This is an optimization exercise on Yosys and OpenROAD, whose aim is small area, a short achievable clock period and few clock cycles, not a production implementation.
Function was checked by simulation only, so behaviour that the tests miss may differ from the original.
No activity file was given, so power comes from the tool's default toggle rates.

**design/flow/design.v**
```verilog
module u128_unit (
    input  wire        clk,
    input  wire        rst,       
    input  wire        req,       
    input  wire        we,        
    input  wire [5:0]  addr,      
    input  wire [31:0] wdata,
    output wire        ready,     
    output wire [31:0] rdata      
);
    localparam integer K     = 4;            
    localparam integer NSTEP = 128 / K;
    localparam [7:0] OP_ADD   = 8'h01;
    localparam [7:0] OP_SUB   = 8'h02;
    localparam [7:0] OP_AND   = 8'h03;
    localparam [7:0] OP_OR    = 8'h04;
    localparam [7:0] OP_XOR   = 8'h05;
    localparam [7:0] OP_NOT   = 8'h06;
    localparam [7:0] OP_SHL   = 8'h07;
    localparam [7:0] OP_SHR   = 8'h08;
    localparam [7:0] OP_LZC   = 8'h09;
    localparam [7:0] OP_DSTA  = 8'h10;
    localparam [7:0] OP_DDIG  = 8'h11;
    localparam [7:0] OP_DEND  = 8'h12;
    localparam [7:0] OP_B2D   = 8'h13;
    reg [127:0] a_q, b_q, r_q, dacc_q;
    reg         dseen_q;
    reg [1:0]   derr_q;           
    reg [1:0]   err_q;            
    reg [155:0] dig_q;            
    reg [5:0]   dlen_q;
    reg         conv_q;           
    reg         norm_q;           
    reg [4:0]   step_q;           
    reg         add_q, sub_q;     
    reg         shl_q, shr_q;     
    reg [6:0]   sh_q;             
    reg [31:0]  rdata_q;          
    reg [5:0]   paddr_q;          
    reg         pval_q;           
    wire busy   = conv_q | norm_q | add_q | sub_q | shl_q | shr_q;
    wire p_eq   = (addr == paddr_q);
    wire rd_hit = pval_q & p_eq;
    assign ready = (we & ~busy) | (p_eq & pval_q & ~busy);
    assign rdata = rdata_q;
    wire wr      = req & we & ~busy;
    wire rdreq   = req & ~we & ~busy;
    wire rd      = rdreq & rd_hit;
    wire rd_miss = rdreq & ~rd_hit;
    wire cmd_wr  = wr & (addr == 6'd12);
    wire [7:0]  op  = wdata[7:0];
    wire [7:0]  ch  = wdata[15:8];
    wire        rsv_zero = (wdata[31:16] == 16'd0);
    wire        ch_zero  = (ch == 8'd0);
    wire is_add  = (op == OP_ADD);
    wire is_sub  = (op == OP_SUB);
    wire is_and  = (op == OP_AND);
    wire is_or   = (op == OP_OR);
    wire is_xor  = (op == OP_XOR);
    wire is_not  = (op == OP_NOT);
    wire is_shl  = (op == OP_SHL);
    wire is_shr  = (op == OP_SHR);
    wire is_lzc  = (op == OP_LZC);
    wire is_dsta = (op == OP_DSTA);
    wire is_ddig = (op == OP_DDIG);
    wire is_dend = (op == OP_DEND);
    wire is_b2d  = (op == OP_B2D);
    wire op_known = is_add | is_sub | is_and | is_or | is_xor | is_not | is_shl | is_shr |
                    is_lzc | is_dsta | is_ddig | is_dend | is_b2d;
    wire legal  = op_known & rsv_zero & (is_ddig | ch_zero);
    wire cmd_ok = cmd_wr & legal;
    wire         is_digit = (ch[7:4] == 4'h3) & (ch[3:0] <= 4'd9);
    wire [4:0]   dec_lo   = {1'b0, dacc_q[0], 3'd0} + {1'b0, dacc_q[2:0], 1'b0} + {1'b0, ch[3:0]};
    wire         arith = add_q | sub_q;
    wire [127:0] add_x = arith ? a_q : {dacc_q[124:1], 4'd0};
    wire [127:0] add_y = arith ? (b_q ^ {128{sub_q}}) : {dacc_q[126:3], 4'hf};
    wire         add_c = arith ? sub_q : dec_lo[4];
    reg [127:0] pg_g, pg_p;
    integer bd, bi;
    always @(*) begin
        for (bi = 0; bi < 128; bi = bi + 1) begin
            pg_g[bi] = add_x[bi] & add_y[bi];
            pg_p[bi] = add_x[bi] ^ add_y[bi];
        end
        for (bd = 1; bd < 128; bd = bd * 2)
            for (bi = 2*bd - 1; bi < 128; bi = bi + 2*bd) begin
                pg_g[bi] = pg_g[bi] | (pg_p[bi] & pg_g[bi-bd]);
                pg_p[bi] = pg_p[bi] & pg_p[bi-bd];
            end
        for (bd = 32; bd >= 1; bd = bd / 2)
            for (bi = 3*bd - 1; bi < 128; bi = bi + 2*bd) begin
                pg_g[bi] = pg_g[bi] | (pg_p[bi] & pg_g[bi-bd]);
                pg_p[bi] = pg_p[bi] & pg_p[bi-bd];
            end
    end
    wire [128:0] carry = {pg_g | (pg_p & {128{add_c}}), add_c};
    wire [127:0] sum   = add_x ^ add_y ^ carry[127:0];
    wire         cout  = carry[128];
    wire [127:0] dec_next = {sum[127:4], dec_lo[3:0]};
    wire         dec_ovf = cout | (|dacc_q[127:125]);
    wire [127:0] dacc_v  = dacc_q | {128{derr_q == 2'd2}};
    wire shift_big = |b_q[127:7];
    reg [3:0] tt;
    always @(*) begin
        tt = 4'b0000;
        if (is_and) tt = 4'b1000;
        if (is_or)  tt = 4'b1110;
        if (is_xor) tt = 4'b0110;
        if (is_not) tt = 4'b0011;
        if ((is_shl | is_shr) & ~shift_big) tt = 4'b1100;
    end
    reg [127:0] lu;
    integer li;
    always @(*)
        for (li = 0; li < 128; li = li + 1)
            lu[li] = tt[{a_q[li], b_q[li]}];
    reg [127:0] z_v;
    reg [6:0]   z_c [0:127];
    reg [7:0]   lzc;
    integer zl, zg;
    always @(*) begin
        for (zg = 0; zg < 128; zg = zg + 1) begin
            z_v[zg] = a_q[127 - zg];
            z_c[zg] = 7'd0;
        end
        for (zl = 0; zl < 7; zl = zl + 1)
            for (zg = 0; zg < (64 >> zl); zg = zg + 1) begin
                z_c[zg] = z_v[2*zg] ? z_c[2*zg] : (z_c[2*zg+1] | (7'd1 << zl));
                z_v[zg] = z_v[2*zg] | z_v[2*zg+1];
            end
        lzc = {~z_v[0], z_c[0] & {7{z_v[0]}}};
    end
    reg [5:0] dmax;
    always @(*) begin
        case (lzc)
            8'd0: dmax = 6'd39;
            8'd1: dmax = 6'd39;
            8'd2: dmax = 6'd38;
            8'd3: dmax = 6'd38;
            8'd4: dmax = 6'd38;
            8'd5: dmax = 6'd38;
            8'd6: dmax = 6'd37;
            8'd7: dmax = 6'd37;
            8'd8: dmax = 6'd37;
            8'd9: dmax = 6'd36;
            8'd10: dmax = 6'd36;
            8'd11: dmax = 6'd36;
            8'd12: dmax = 6'd35;
            8'd13: dmax = 6'd35;
            8'd14: dmax = 6'd35;
            8'd15: dmax = 6'd35;
            8'd16: dmax = 6'd34;
            8'd17: dmax = 6'd34;
            8'd18: dmax = 6'd34;
            8'd19: dmax = 6'd33;
            8'd20: dmax = 6'd33;
            8'd21: dmax = 6'd33;
            8'd22: dmax = 6'd32;
            8'd23: dmax = 6'd32;
            8'd24: dmax = 6'd32;
            8'd25: dmax = 6'd32;
            8'd26: dmax = 6'd31;
            8'd27: dmax = 6'd31;
            8'd28: dmax = 6'd31;
            8'd29: dmax = 6'd30;
            8'd30: dmax = 6'd30;
            8'd31: dmax = 6'd30;
            8'd32: dmax = 6'd29;
            8'd33: dmax = 6'd29;
            8'd34: dmax = 6'd29;
            8'd35: dmax = 6'd28;
            8'd36: dmax = 6'd28;
            8'd37: dmax = 6'd28;
            8'd38: dmax = 6'd28;
            8'd39: dmax = 6'd27;
            8'd40: dmax = 6'd27;
            8'd41: dmax = 6'd27;
            8'd42: dmax = 6'd26;
            8'd43: dmax = 6'd26;
            8'd44: dmax = 6'd26;
            8'd45: dmax = 6'd25;
            8'd46: dmax = 6'd25;
            8'd47: dmax = 6'd25;
            8'd48: dmax = 6'd25;
            8'd49: dmax = 6'd24;
            8'd50: dmax = 6'd24;
            8'd51: dmax = 6'd24;
            8'd52: dmax = 6'd23;
            8'd53: dmax = 6'd23;
            8'd54: dmax = 6'd23;
            8'd55: dmax = 6'd22;
            8'd56: dmax = 6'd22;
            8'd57: dmax = 6'd22;
            8'd58: dmax = 6'd22;
            8'd59: dmax = 6'd21;
            8'd60: dmax = 6'd21;
            8'd61: dmax = 6'd21;
            8'd62: dmax = 6'd20;
            8'd63: dmax = 6'd20;
            8'd64: dmax = 6'd20;
            8'd65: dmax = 6'd19;
            8'd66: dmax = 6'd19;
            8'd67: dmax = 6'd19;
            8'd68: dmax = 6'd19;
            8'd69: dmax = 6'd18;
            8'd70: dmax = 6'd18;
            8'd71: dmax = 6'd18;
            8'd72: dmax = 6'd17;
            8'd73: dmax = 6'd17;
            8'd74: dmax = 6'd17;
            8'd75: dmax = 6'd16;
            8'd76: dmax = 6'd16;
            8'd77: dmax = 6'd16;
            8'd78: dmax = 6'd16;
            8'd79: dmax = 6'd15;
            8'd80: dmax = 6'd15;
            8'd81: dmax = 6'd15;
            8'd82: dmax = 6'd14;
            8'd83: dmax = 6'd14;
            8'd84: dmax = 6'd14;
            8'd85: dmax = 6'd13;
            8'd86: dmax = 6'd13;
            8'd87: dmax = 6'd13;
            8'd88: dmax = 6'd13;
            8'd89: dmax = 6'd12;
            8'd90: dmax = 6'd12;
            8'd91: dmax = 6'd12;
            8'd92: dmax = 6'd11;
            8'd93: dmax = 6'd11;
            8'd94: dmax = 6'd11;
            8'd95: dmax = 6'd10;
            8'd96: dmax = 6'd10;
            8'd97: dmax = 6'd10;
            8'd98: dmax = 6'd10;
            8'd99: dmax = 6'd9;
            8'd100: dmax = 6'd9;
            8'd101: dmax = 6'd9;
            8'd102: dmax = 6'd8;
            8'd103: dmax = 6'd8;
            8'd104: dmax = 6'd8;
            8'd105: dmax = 6'd7;
            8'd106: dmax = 6'd7;
            8'd107: dmax = 6'd7;
            8'd108: dmax = 6'd7;
            8'd109: dmax = 6'd6;
            8'd110: dmax = 6'd6;
            8'd111: dmax = 6'd6;
            8'd112: dmax = 6'd5;
            8'd113: dmax = 6'd5;
            8'd114: dmax = 6'd5;
            8'd115: dmax = 6'd4;
            8'd116: dmax = 6'd4;
            8'd117: dmax = 6'd4;
            8'd118: dmax = 6'd4;
            8'd119: dmax = 6'd3;
            8'd120: dmax = 6'd3;
            8'd121: dmax = 6'd3;
            8'd122: dmax = 6'd2;
            8'd123: dmax = 6'd2;
            8'd124: dmax = 6'd2;
            8'd125: dmax = 6'd1;
            8'd126: dmax = 6'd1;
            8'd127: dmax = 6'd1;
            8'd128: dmax = 6'd1;
            default: dmax = 6'd1;
        endcase
    end
    wire [K-1:0] chunk = a_q[127 - K*step_q -: K];
    function [3:0] dd_adj(input [3:0] d);    
        begin
            dd_adj[3] = d[3] | (d[2] & d[1]) | (d[2] & d[0]);
            dd_adj[2] = (d[3] & d[0]) | (d[2] & ~d[1] & ~d[0]);
            dd_adj[1] = (d[3] & ~d[0]) | (~d[2] & d[1]) | (d[1] & d[0]);
            dd_adj[0] = (~d[3] & ~d[2] & d[0]) | (d[2] & d[1] & ~d[0]) | (d[3] & ~d[0]);
        end
    endfunction
    reg [155:0] dd;
    reg [38:0]  ins;              
    integer l, k;
    always @(*) begin
        for (k = 0; k < 39; k = k + 1)
            ins[k] = (dlen_q == 6'd39 - k[5:0]);
        dd = dig_q;
        for (l = 0; l < K; l = l + 1) begin
            for (k = 0; k < 39; k = k + 1)
                dd[4*k +: 4] = dd_adj(dd[4*k +: 4]);
            dd = {dd[154:0], 1'b0};
            for (k = 0; k < 39; k = k + 1)
                dd[4*k] = dd[4*k] | (ins[k] & chunk[K-1-l]);
        end
    end
    reg [127:0] r_d;
    always @(*) begin
        r_d = r_q;
        if (cmd_ok & (is_and | is_or | is_xor | is_not | is_shl | is_shr)) r_d = lu;
        if (cmd_ok & is_lzc) r_d = {120'd0, lzc};
        if (cmd_ok & is_dend) r_d = dacc_v;
        if (arith) r_d = sum;
        if (shl_q) r_d = (sh_q >= 7'd8) ? {r_q[119:0], 8'd0} : {r_q[126:0], 1'b0};
        if (shr_q) r_d = (sh_q >= 7'd8) ? {8'd0, r_q[127:8]} : {1'b0, r_q[127:1]};
        if (rst) r_d = 128'd0;
    end
    reg [5:0] dlen_d;
    always @(*) begin
        dlen_d = dlen_q;
        if (cmd_ok & is_b2d) dlen_d = dmax;
        if (norm_q) dlen_d = dlen_q - 6'd1;
        if (rst) dlen_d = 6'd0;
    end
    reg [5:0] pnext;
    always @(*) begin
        pnext = paddr_q;
        if (cmd_wr)
            pnext = is_b2d ? 6'd14 : 6'd8;
        else if (rd)
            pnext = (addr == 6'd11) ? 6'd13 : (addr == 6'd14) ? 6'd16 : addr + 6'd1;
        else if (rd_miss)
            pnext = addr;
    end
    wire p_ab   = (pnext[5:3] == 3'd0);
    wire p_r123 = (pnext == 6'd9) | (pnext == 6'd10) | (pnext == 6'd11);
    wire r_chg  = cmd_wr | arith | shl_q | shr_q;
    wire p_dstr = (pnext >= 6'd16) & (pnext <= 6'd25);
    wire p_dacc = (pnext[5:2] == 4'd7);
    wire hazard = (p_ab & wr & (addr == pnext)) |
                  ((pnext == 6'd13) & cmd_wr) |
                  (p_r123 & r_chg) |
                  (p_dstr & (busy | (cmd_ok & is_b2d))) |
                  (p_dacc & cmd_ok & (is_dsta | is_ddig | is_dend));
    function [7:0] dchar(input integer idx);
        dchar = ({2'b00, {2{idx < dlen_q}}, 4'd0}) | {4'd0, dig_q[155 - 4*idx -: 4]};
    endfunction
    wire [31:0] wv [0:31];
    assign wv[0]  = a_q[127:96];
    assign wv[1]  = a_q[95:64];
    assign wv[2]  = a_q[63:32];
    assign wv[3]  = a_q[31:0];
    assign wv[4]  = b_q[127:96];
    assign wv[5]  = b_q[95:64];
    assign wv[6]  = b_q[63:32];
    assign wv[7]  = b_q[31:0];
    assign wv[8]  = r_d[127:96];
    assign wv[9]  = r_q[95:64];
    assign wv[10] = r_q[63:32];
    assign wv[11] = r_q[31:0];
    assign wv[12] = 32'd0;
    assign wv[13] = {23'd0, dseen_q, 2'b00, derr_q, 2'b00, err_q};
    assign wv[14] = {26'd0, dlen_d};
    assign wv[15] = 32'd0;
    assign wv[16] = {dchar(0),  dchar(1),  dchar(2),  dchar(3)};
    assign wv[17] = {dchar(4),  dchar(5),  dchar(6),  dchar(7)};
    assign wv[18] = {dchar(8),  dchar(9),  dchar(10), dchar(11)};
    assign wv[19] = {dchar(12), dchar(13), dchar(14), dchar(15)};
    assign wv[20] = {dchar(16), dchar(17), dchar(18), dchar(19)};
    assign wv[21] = {dchar(20), dchar(21), dchar(22), dchar(23)};
    assign wv[22] = {dchar(24), dchar(25), dchar(26), dchar(27)};
    assign wv[23] = {dchar(28), dchar(29), dchar(30), dchar(31)};
    assign wv[24] = {dchar(32), dchar(33), dchar(34), dchar(35)};
    assign wv[25] = {dchar(36), dchar(37), dchar(38), 8'd0};
    assign wv[26] = 32'd0;
    assign wv[27] = 32'd0;
    assign wv[28] = dacc_v[127:96];
    assign wv[29] = dacc_v[95:64];
    assign wv[30] = dacc_v[63:32];
    assign wv[31] = dacc_v[31:0];
    wire [63:0] oh_addr = 64'd1 << addr;
    wire [63:0] oh_hold = 64'd1 << paddr_q;
    reg  [63:0] oh_seq;
    always @(*) begin
        oh_seq     = {oh_addr[62:0], oh_addr[63]};
        oh_seq[12] = 1'b0;
        oh_seq[13] = oh_addr[11] | oh_addr[12];
        oh_seq[15] = 1'b0;
        oh_seq[16] = oh_addr[14] | oh_addr[15];
    end
    wire [63:0] psel = cmd_wr           ? (is_b2d ? (64'd1 << 14) : (64'd1 << 8)) :
                       (rdreq & pval_q) ? oh_seq : oh_hold;
    wire pmatch = ~rdreq | p_eq;
    reg [31:0] pword;
    integer pj;
    always @(*) begin
        pword = 32'd0;
        for (pj = 0; pj < 32; pj = pj + 1)
            pword = pword | (wv[pj] & {32{psel[pj]}});
    end
    always @(posedge clk) begin
        r_q     <= r_d;
        dlen_q  <= dlen_d;
        rdata_q <= pword;
        if (rst) begin
            paddr_q <= 6'd0;
            pval_q  <= 1'b0;
        end else begin
            paddr_q <= pnext;
            pval_q  <= ~hazard & pmatch;
        end
    end
    always @(posedge clk) begin
        if (rst) begin
            a_q     <= 128'd0;
            b_q     <= 128'd0;
            dacc_q  <= 128'd0;
            dseen_q <= 1'b0;
            derr_q  <= 2'd0;
            err_q   <= 2'd0;
            dig_q   <= 156'd0;
            conv_q  <= 1'b0;
            norm_q  <= 1'b0;
            step_q  <= 5'd0;
            add_q   <= 1'b0;
            sub_q   <= 1'b0;
            shl_q   <= 1'b0;
            shr_q   <= 1'b0;
            sh_q    <= 7'd0;
        end else begin
            if (wr) begin
                case (addr)
                    6'd0: a_q[127:96] <= wdata;
                    6'd1: a_q[95:64]  <= wdata;
                    6'd2: a_q[63:32]  <= wdata;
                    6'd3: a_q[31:0]   <= wdata;
                    6'd4: b_q[127:96] <= wdata;
                    6'd5: b_q[95:64]  <= wdata;
                    6'd6: b_q[63:32]  <= wdata;
                    6'd7: b_q[31:0]   <= wdata;
                    default: ;
                endcase
            end
            if (cmd_wr) begin
                if (!legal) err_q <= 2'd3;
                else        err_q <= 2'd0;
            end
            if (cmd_ok) begin
                add_q <= is_add;
                sub_q <= is_sub;
                if (is_shl | is_shr) begin
                    if (!shift_big) begin
                        sh_q  <= b_q[6:0];
                        shl_q <= is_shl & (b_q[6:0] != 7'd0);
                        shr_q <= is_shr & (b_q[6:0] != 7'd0);
                    end
                end
                if (is_dsta) begin
                    dacc_q  <= 128'd0;
                    dseen_q <= 1'b0;
                    derr_q  <= 2'd0;
                end
                if (is_ddig) begin
                    dseen_q <= 1'b1;
                    if (derr_q != 2'd0) begin
                        err_q <= derr_q;
                    end else if (!is_digit) begin
                        derr_q <= 2'd1;
                        err_q  <= 2'd1;
                    end else begin
                        dacc_q <= dec_next;
                        if (dec_ovf) begin
                            derr_q <= 2'd2;
                            err_q  <= 2'd2;
                        end
                    end
                end
                if (is_dend) begin
                    if (derr_q != 2'd0)
                        err_q <= derr_q;
                    else if (!dseen_q)
                        err_q <= 2'd1;
                    dacc_q  <= 128'd0;
                    dseen_q <= 1'b0;
                    derr_q  <= 2'd0;
                end
                if (is_b2d) begin
                    dig_q  <= 156'd0;
                    step_q <= lzc[7] ? 5'd31 : lzc[6:2];
                    conv_q <= 1'b1;
                end
            end
            if (arith) begin
                add_q <= 1'b0;
                sub_q <= 1'b0;
            end
            if (shl_q | shr_q) begin
                if (sh_q >= 7'd8) begin
                    sh_q <= sh_q - 7'd8;
                    if (sh_q == 7'd8) begin
                        shl_q <= 1'b0;
                        shr_q <= 1'b0;
                    end
                end else begin
                    sh_q <= sh_q - 7'd1;
                    if (sh_q == 7'd1) begin
                        shl_q <= 1'b0;
                        shr_q <= 1'b0;
                    end
                end
            end
            if (conv_q) begin
                dig_q  <= dd;
                step_q <= step_q + 5'd1;
                if (step_q == NSTEP - 1) begin
                    conv_q <= 1'b0;
                    norm_q <= (dd[155:152] == 4'd0) && (dlen_q != 6'd1);
                end
            end
            if (norm_q) begin
                dig_q  <= {dig_q[151:0], 4'd0};
                norm_q <= 1'b0;
            end
        end
    end
endmodule
```
**design/flow/flow/run.sh**
```bash
#!/bin/bash
# The standard layout flow, with buf_4 as the port buffer cell and
# repair_timing aiming for a setup slack of 7 ns at the design's clock
# period; tool output goes to standard.log.
bash standard.sh "BUFFER_PORTS_ARGS=-buffer_cell sky130_fd_sc_hd__buf_4" SETUP_SLACK_MARGIN=7 finish > standard.log 2>&1
```
**design/flow/standard.sh**
```bash
#!/bin/bash
# synth_recipe.tcl (not shown) runs the flow's synth.tcl, then flattens the netlist and writes it again
# the make line also repeats each setting of config.mk as NAME=value (left out here)
make -C /OpenROAD-flow-scripts/flow DESIGN_CONFIG=/design/flow/config.mk WORK_HOME=/design/flow/orfs CLKGATE_MAP_FILE= SYNTH_SCRIPT=/design/flow/synth_recipe.tcl "${@:-finish}"
```
**design/flow/config.mk**
```make
export PLATFORM = sky130hd
export DESIGN_NAME = u128_unit
export DESIGN_NICKNAME = u128_unit
export VERILOG_FILES = /design/flow/design.v
export SDC_FILE = /design/flow/constraint.sdc
export NUM_CORES = 4
export LEC_CHECK = 0
export ABC_AREA = 1
export CAP_MARGIN = 20
export CELL_PAD_IN_SITES_DETAIL_PLACEMENT = 1
export CELL_PAD_IN_SITES_GLOBAL_PLACEMENT = 1
export CORE_MARGIN = 2
export CORE_UTILIZATION = 35
export PLACE_DENSITY = 0.45
export SETUP_SLACK_MARGIN = 5
export SLEW_MARGIN = 20
```
**design/flow/constraint.sdc**
```tcl
create_clock -name core_clock -period 13.0 [get_ports {clk}]
set_input_delay 2.6000 -clock core_clock [delete_from_list [all_inputs] [get_ports {clk}]]
set_output_delay 2.6000 -clock core_clock [all_outputs]
set_load 0.01 [all_outputs]
```
==> impl_metrics.yaml <==
timing:
  max_slew_margin: 0.0470
  worst_pin_slew_ns: 1.43
  finalSetupViolCount: 0
  fin_crit_sh: 0.493
  setup-tns-final_ns: 0
  hold_slack_ns: 0.476
  max_freq_mhz: 156
  rsz0062_at_grt: "true"
  hold_viol_final: 0
  finalMaxSlewViolations: 0
  period_minus_slack_ns: 6.41
  finalClockSkew_ns: 0.0389
placement:
  place.port_buffers: 74
  gp_congestion: 1.17
  dp_hpwl_um: 417000
synthesis:
  ys_seq_area_frac: 0.213
  synth_top_area_share: 0.213
  synth-main-ff-cell: "dfxtp_1"
  yosys-top-cells-count: "nand2_1 (2,968), inv_1 (1,317), nor2_1 (1,273), a21oi_1 (1,202), nand3_1 (848)"
  synth_top_area_cell: "dfxtp_1"
  synth-seq-cells: 736
  synth_area_leaders: "dfxtp_1 (21%), nand2_1 (16%), a21oi_1 (8.7%)"
  synth.most_common_cell: "nand2_1"
  syn-instance-count: 12000
  synth_edf_count: 0
  yosysUniqueCellTypes: 80
  syn_avg_cell_area_um2: 5.76
  synth_area_um2: 69200
  synth_nets: 12200
  yosysWarnings: 2
  async_flop_share: 0
power:
  clkPwrFrac: 0.533
  seq_power_share: 0.377
  cellLeakagePower_nw: 33.1
  combPwrFrac: 0.090
  power_density_nw_per_um2: 77.8
  switching_share: 0.302
  p_sw_mw: 1.82
  p_int_mw: 4.21
  ir_drop_mv: 0.113
layout:
  area_delta_synth_final_pct: 11.9
  layout.nets: 12000
  drive_above_1_share: 0.0898
worst_hold_path:
  hp-class: "reg -> reg"
floorplanning:
  core-area_um2: 197000
  pin_count: 75
  dieArea_um2: 201000
  die_y_um: 449
  die_w_um: 449
  start_util: 0.351
  num_rows: 163
routing:
  detail-route-antenna-nets: 0
  vias_per_cell: 6.61
  drt_iter0_drc: 14000
  num_vias: 96500
  route.detailed.drc: 0
  drt-wirelength-per-cell_um: 37.7
  dr.pass1.iters: 9
  wirelength_um: 551000
job:
  maxCapViolations: 0
grt:
  grt_pass1_wl_um: 748000
  grt_overflow: 0
  antenna_found_initial: 106
  grt_pass1_vias: 91000
  grt_max_degree: 158
  grt_usage: 0.524
worst_setup_path:
  startpoint_type: "primary input"
  r2r-end: "rdata_q[19]"
  end_kind: "output pin"
  path_max_fanout: 3
  cpMaxStageDelayCell: "nor4_4"
  cp.arrival_ns: 3.81
  reg2reg_depth: 32
  rrSetupSlack_ns: 6.68
  crit_chain: "buf_12 -> inv_6 -> nor2_4 -> nor4_4 -> nand3_2 -> nor2_4 -> inv_2 -> a21oi_2 -> buf_4"
  critPathCapture: "ready"
  cp-startpoint: "addr[1]"
  crit_type: "in -> out"
  crit_top_cell: "nor2_4"
  critical_path_required_ns: 10.40
  worstReg2RegStart: "add_q"
  slowest_delay_ns: 0.33
clocking:
  cts_tree: "yes"
  clock-sinks: 736
  root_buffer: "clkbuf_16"
  htree_levels: 3
  cts_made_buffers: 104
  clk_path_buf_depth: 3
  hold_buffers: 0
  clock_latency_ns: 0.82
  clkSlewWorstSetupHoldPaths_ns: 0.06
run_status:
  status: "finished clean"
## power groups by stage
| stage | clock [mW] | combinational (mW) | sequential, mW |
|---|---|---|---|
| 2_1_floorplan | 0 | 0.251 | 2.31 |
| 3_3_place_gp | 0 | 0.474 | 2.32 |
| 3_5_place_dp | 0 | 0.473 | 2.32 |
| 4_1_cts | 3.18 | 0.483 | 2.27 |
| 5_1_grt | 3.25 | 0.539 | 2.27 |
| 6_report | 3.21 | 0.543 | 2.27 |
## placed cells by master, fill, tap and decap left out, types with 162 or more instances in the layout
cell | synthesis | final
o22ai_1 | 330 | 329
inv_1 | 1317 | 1298
o21ai_0 | 814 | 809
nand3_1 | 848 | 836
dfxtp_1 | 736 | 732
buf_4 | 25 | 285
nand2_1 | 2968 | 2947
a211oi_1 | 290 | 289
nor2_1 | 1273 | 1242
o211ai_1 | 162 | 162
a21oi_1 | 1202 | 1197
## cell families (layout without fill, tap and decap cells)
kind of cell / after synthesis / count (layout) / share of synthesized area
AND/OR/NAND/NOR: 5604 / 5605 / 0.344
adder cells (fa/ha/maj): 154 / 154 / 0.0282
AO/OA/AOI/OAI: 3321 / 3321 / 0.283
buffers and inverters: 2103 / 1977 / 0.119
other: 0 / 73 / 0
flip-flops: 736 / 736 / 0.213
XOR/XNOR: 95 / 95 / 0.0123
## worst max-delay path: cells and delay by family
kind	cells	cell delay (ns)
AOI/OAI and AO/OA	1	0.17
and+or+nand+nor	4	0.68
buffers and inverters	4	0.36
## stage by stage
step	area [um2]	cells	setup slack (ns)	utilization	total power [mW]
2_1_floorplan	69200	12000	6.81	-	2.57
5_1_grt	77300	14500	6.45	0.392	6.06
4_1_cts	76500	14500	6.72	0.388	5.93
3_5_place_dp	72100	14300	4.89	0.366	2.79
3_3_place_gp	72100	14300	4.94	0.366	2.79
6_report	77400	14600	6.59	0.393	6.02
## how the worst min path moves through the flow
stage	from	depth (start not counted)	endpoint
after global routing	r_q[2]	2	r_q[2]
after CTS	r_q[2]	2	r_q[2]
final	dacc_q[126]	2	dacc_q[126]
after detailed placement	r_q[2]	2	r_q[2]
after global placement	r_q[2]	2	r_q[2]
after floorplan	dacc_q[126]	2	dacc_q[126]
## flip-flops by register name, summed over array words and instances, names as in the netlist, 5 cells and up
signal	flops
dig_q	156
a_q	128
b_q	128
dacc_q	128
r_q	128
rdata_q	32
sh_q	7
dlen_q	6
paddr_q	6
step_q	5
## what timing repair did
action / CTS / global route
gates cloned: 1 / 2
gates resized for setup: 106 / 125
buffers inserted: 38 / 22
pin swaps: 13 / 19
setup endpoints to repair: 390 / 265
## metal layers
metal	up-vias	part of all wire	GRT usage
met3	2298	0.14	0.235
li1	40100	-	-
met4	80	0.10	0.442
met2	6879	0.39	0.729
met1	47100	0.37	0.608
met5	-	0.0019	0.0260
## area by class of cell
cell class                      instances  area, um2
Antenna cell                           73        183
Clock buffer                          151       3120
Clock inverter                         41        504
Fill cell                           26400     120000
Inverter                             1445       5550
Multi-Input combinational cell       9175      47000
Sequential cell                       736      14700
Tap cell                             2640       3300
Timing Repair Buffer                  340       2990
Testbench counts, summed over its fixed seeds: cycles 8,305.

==> port drivers added, routing unchanged <==
How much do the figures lean on ideal ports? The routed layout below was timed once more, with nothing changed but the port constraints.
Step 1 (the two cells are an assumption about what drives the block):
set clk [get_ports {clk}]
set_driving_cell -lib_cell sky130_fd_sc_hd__clkbuf_16 $clk
set_driving_cell -lib_cell sky130_fd_sc_hd__buf_2 [delete_from_list [all_inputs] $clk]
Step 2 also shifts input and output timing later by t, the mid clock arrival at the registers, as if the neighbouring blocks saw the same clock.
a / b / c = ideal ports / drivers / drivers and shift; a / b = the first two.
shift t [ns]: 0.905
setup slack, ns: 6.591 / 6.499 / 5.709
worst hold slack (ns): 0.476 / 0.476 / 0.476
pins driven straight from the clock port: 1
After both steps setup and hold are still met in this run. The setup slack of this run moves by -0.092 ns with the drivers and by -0.882 ns with both steps.
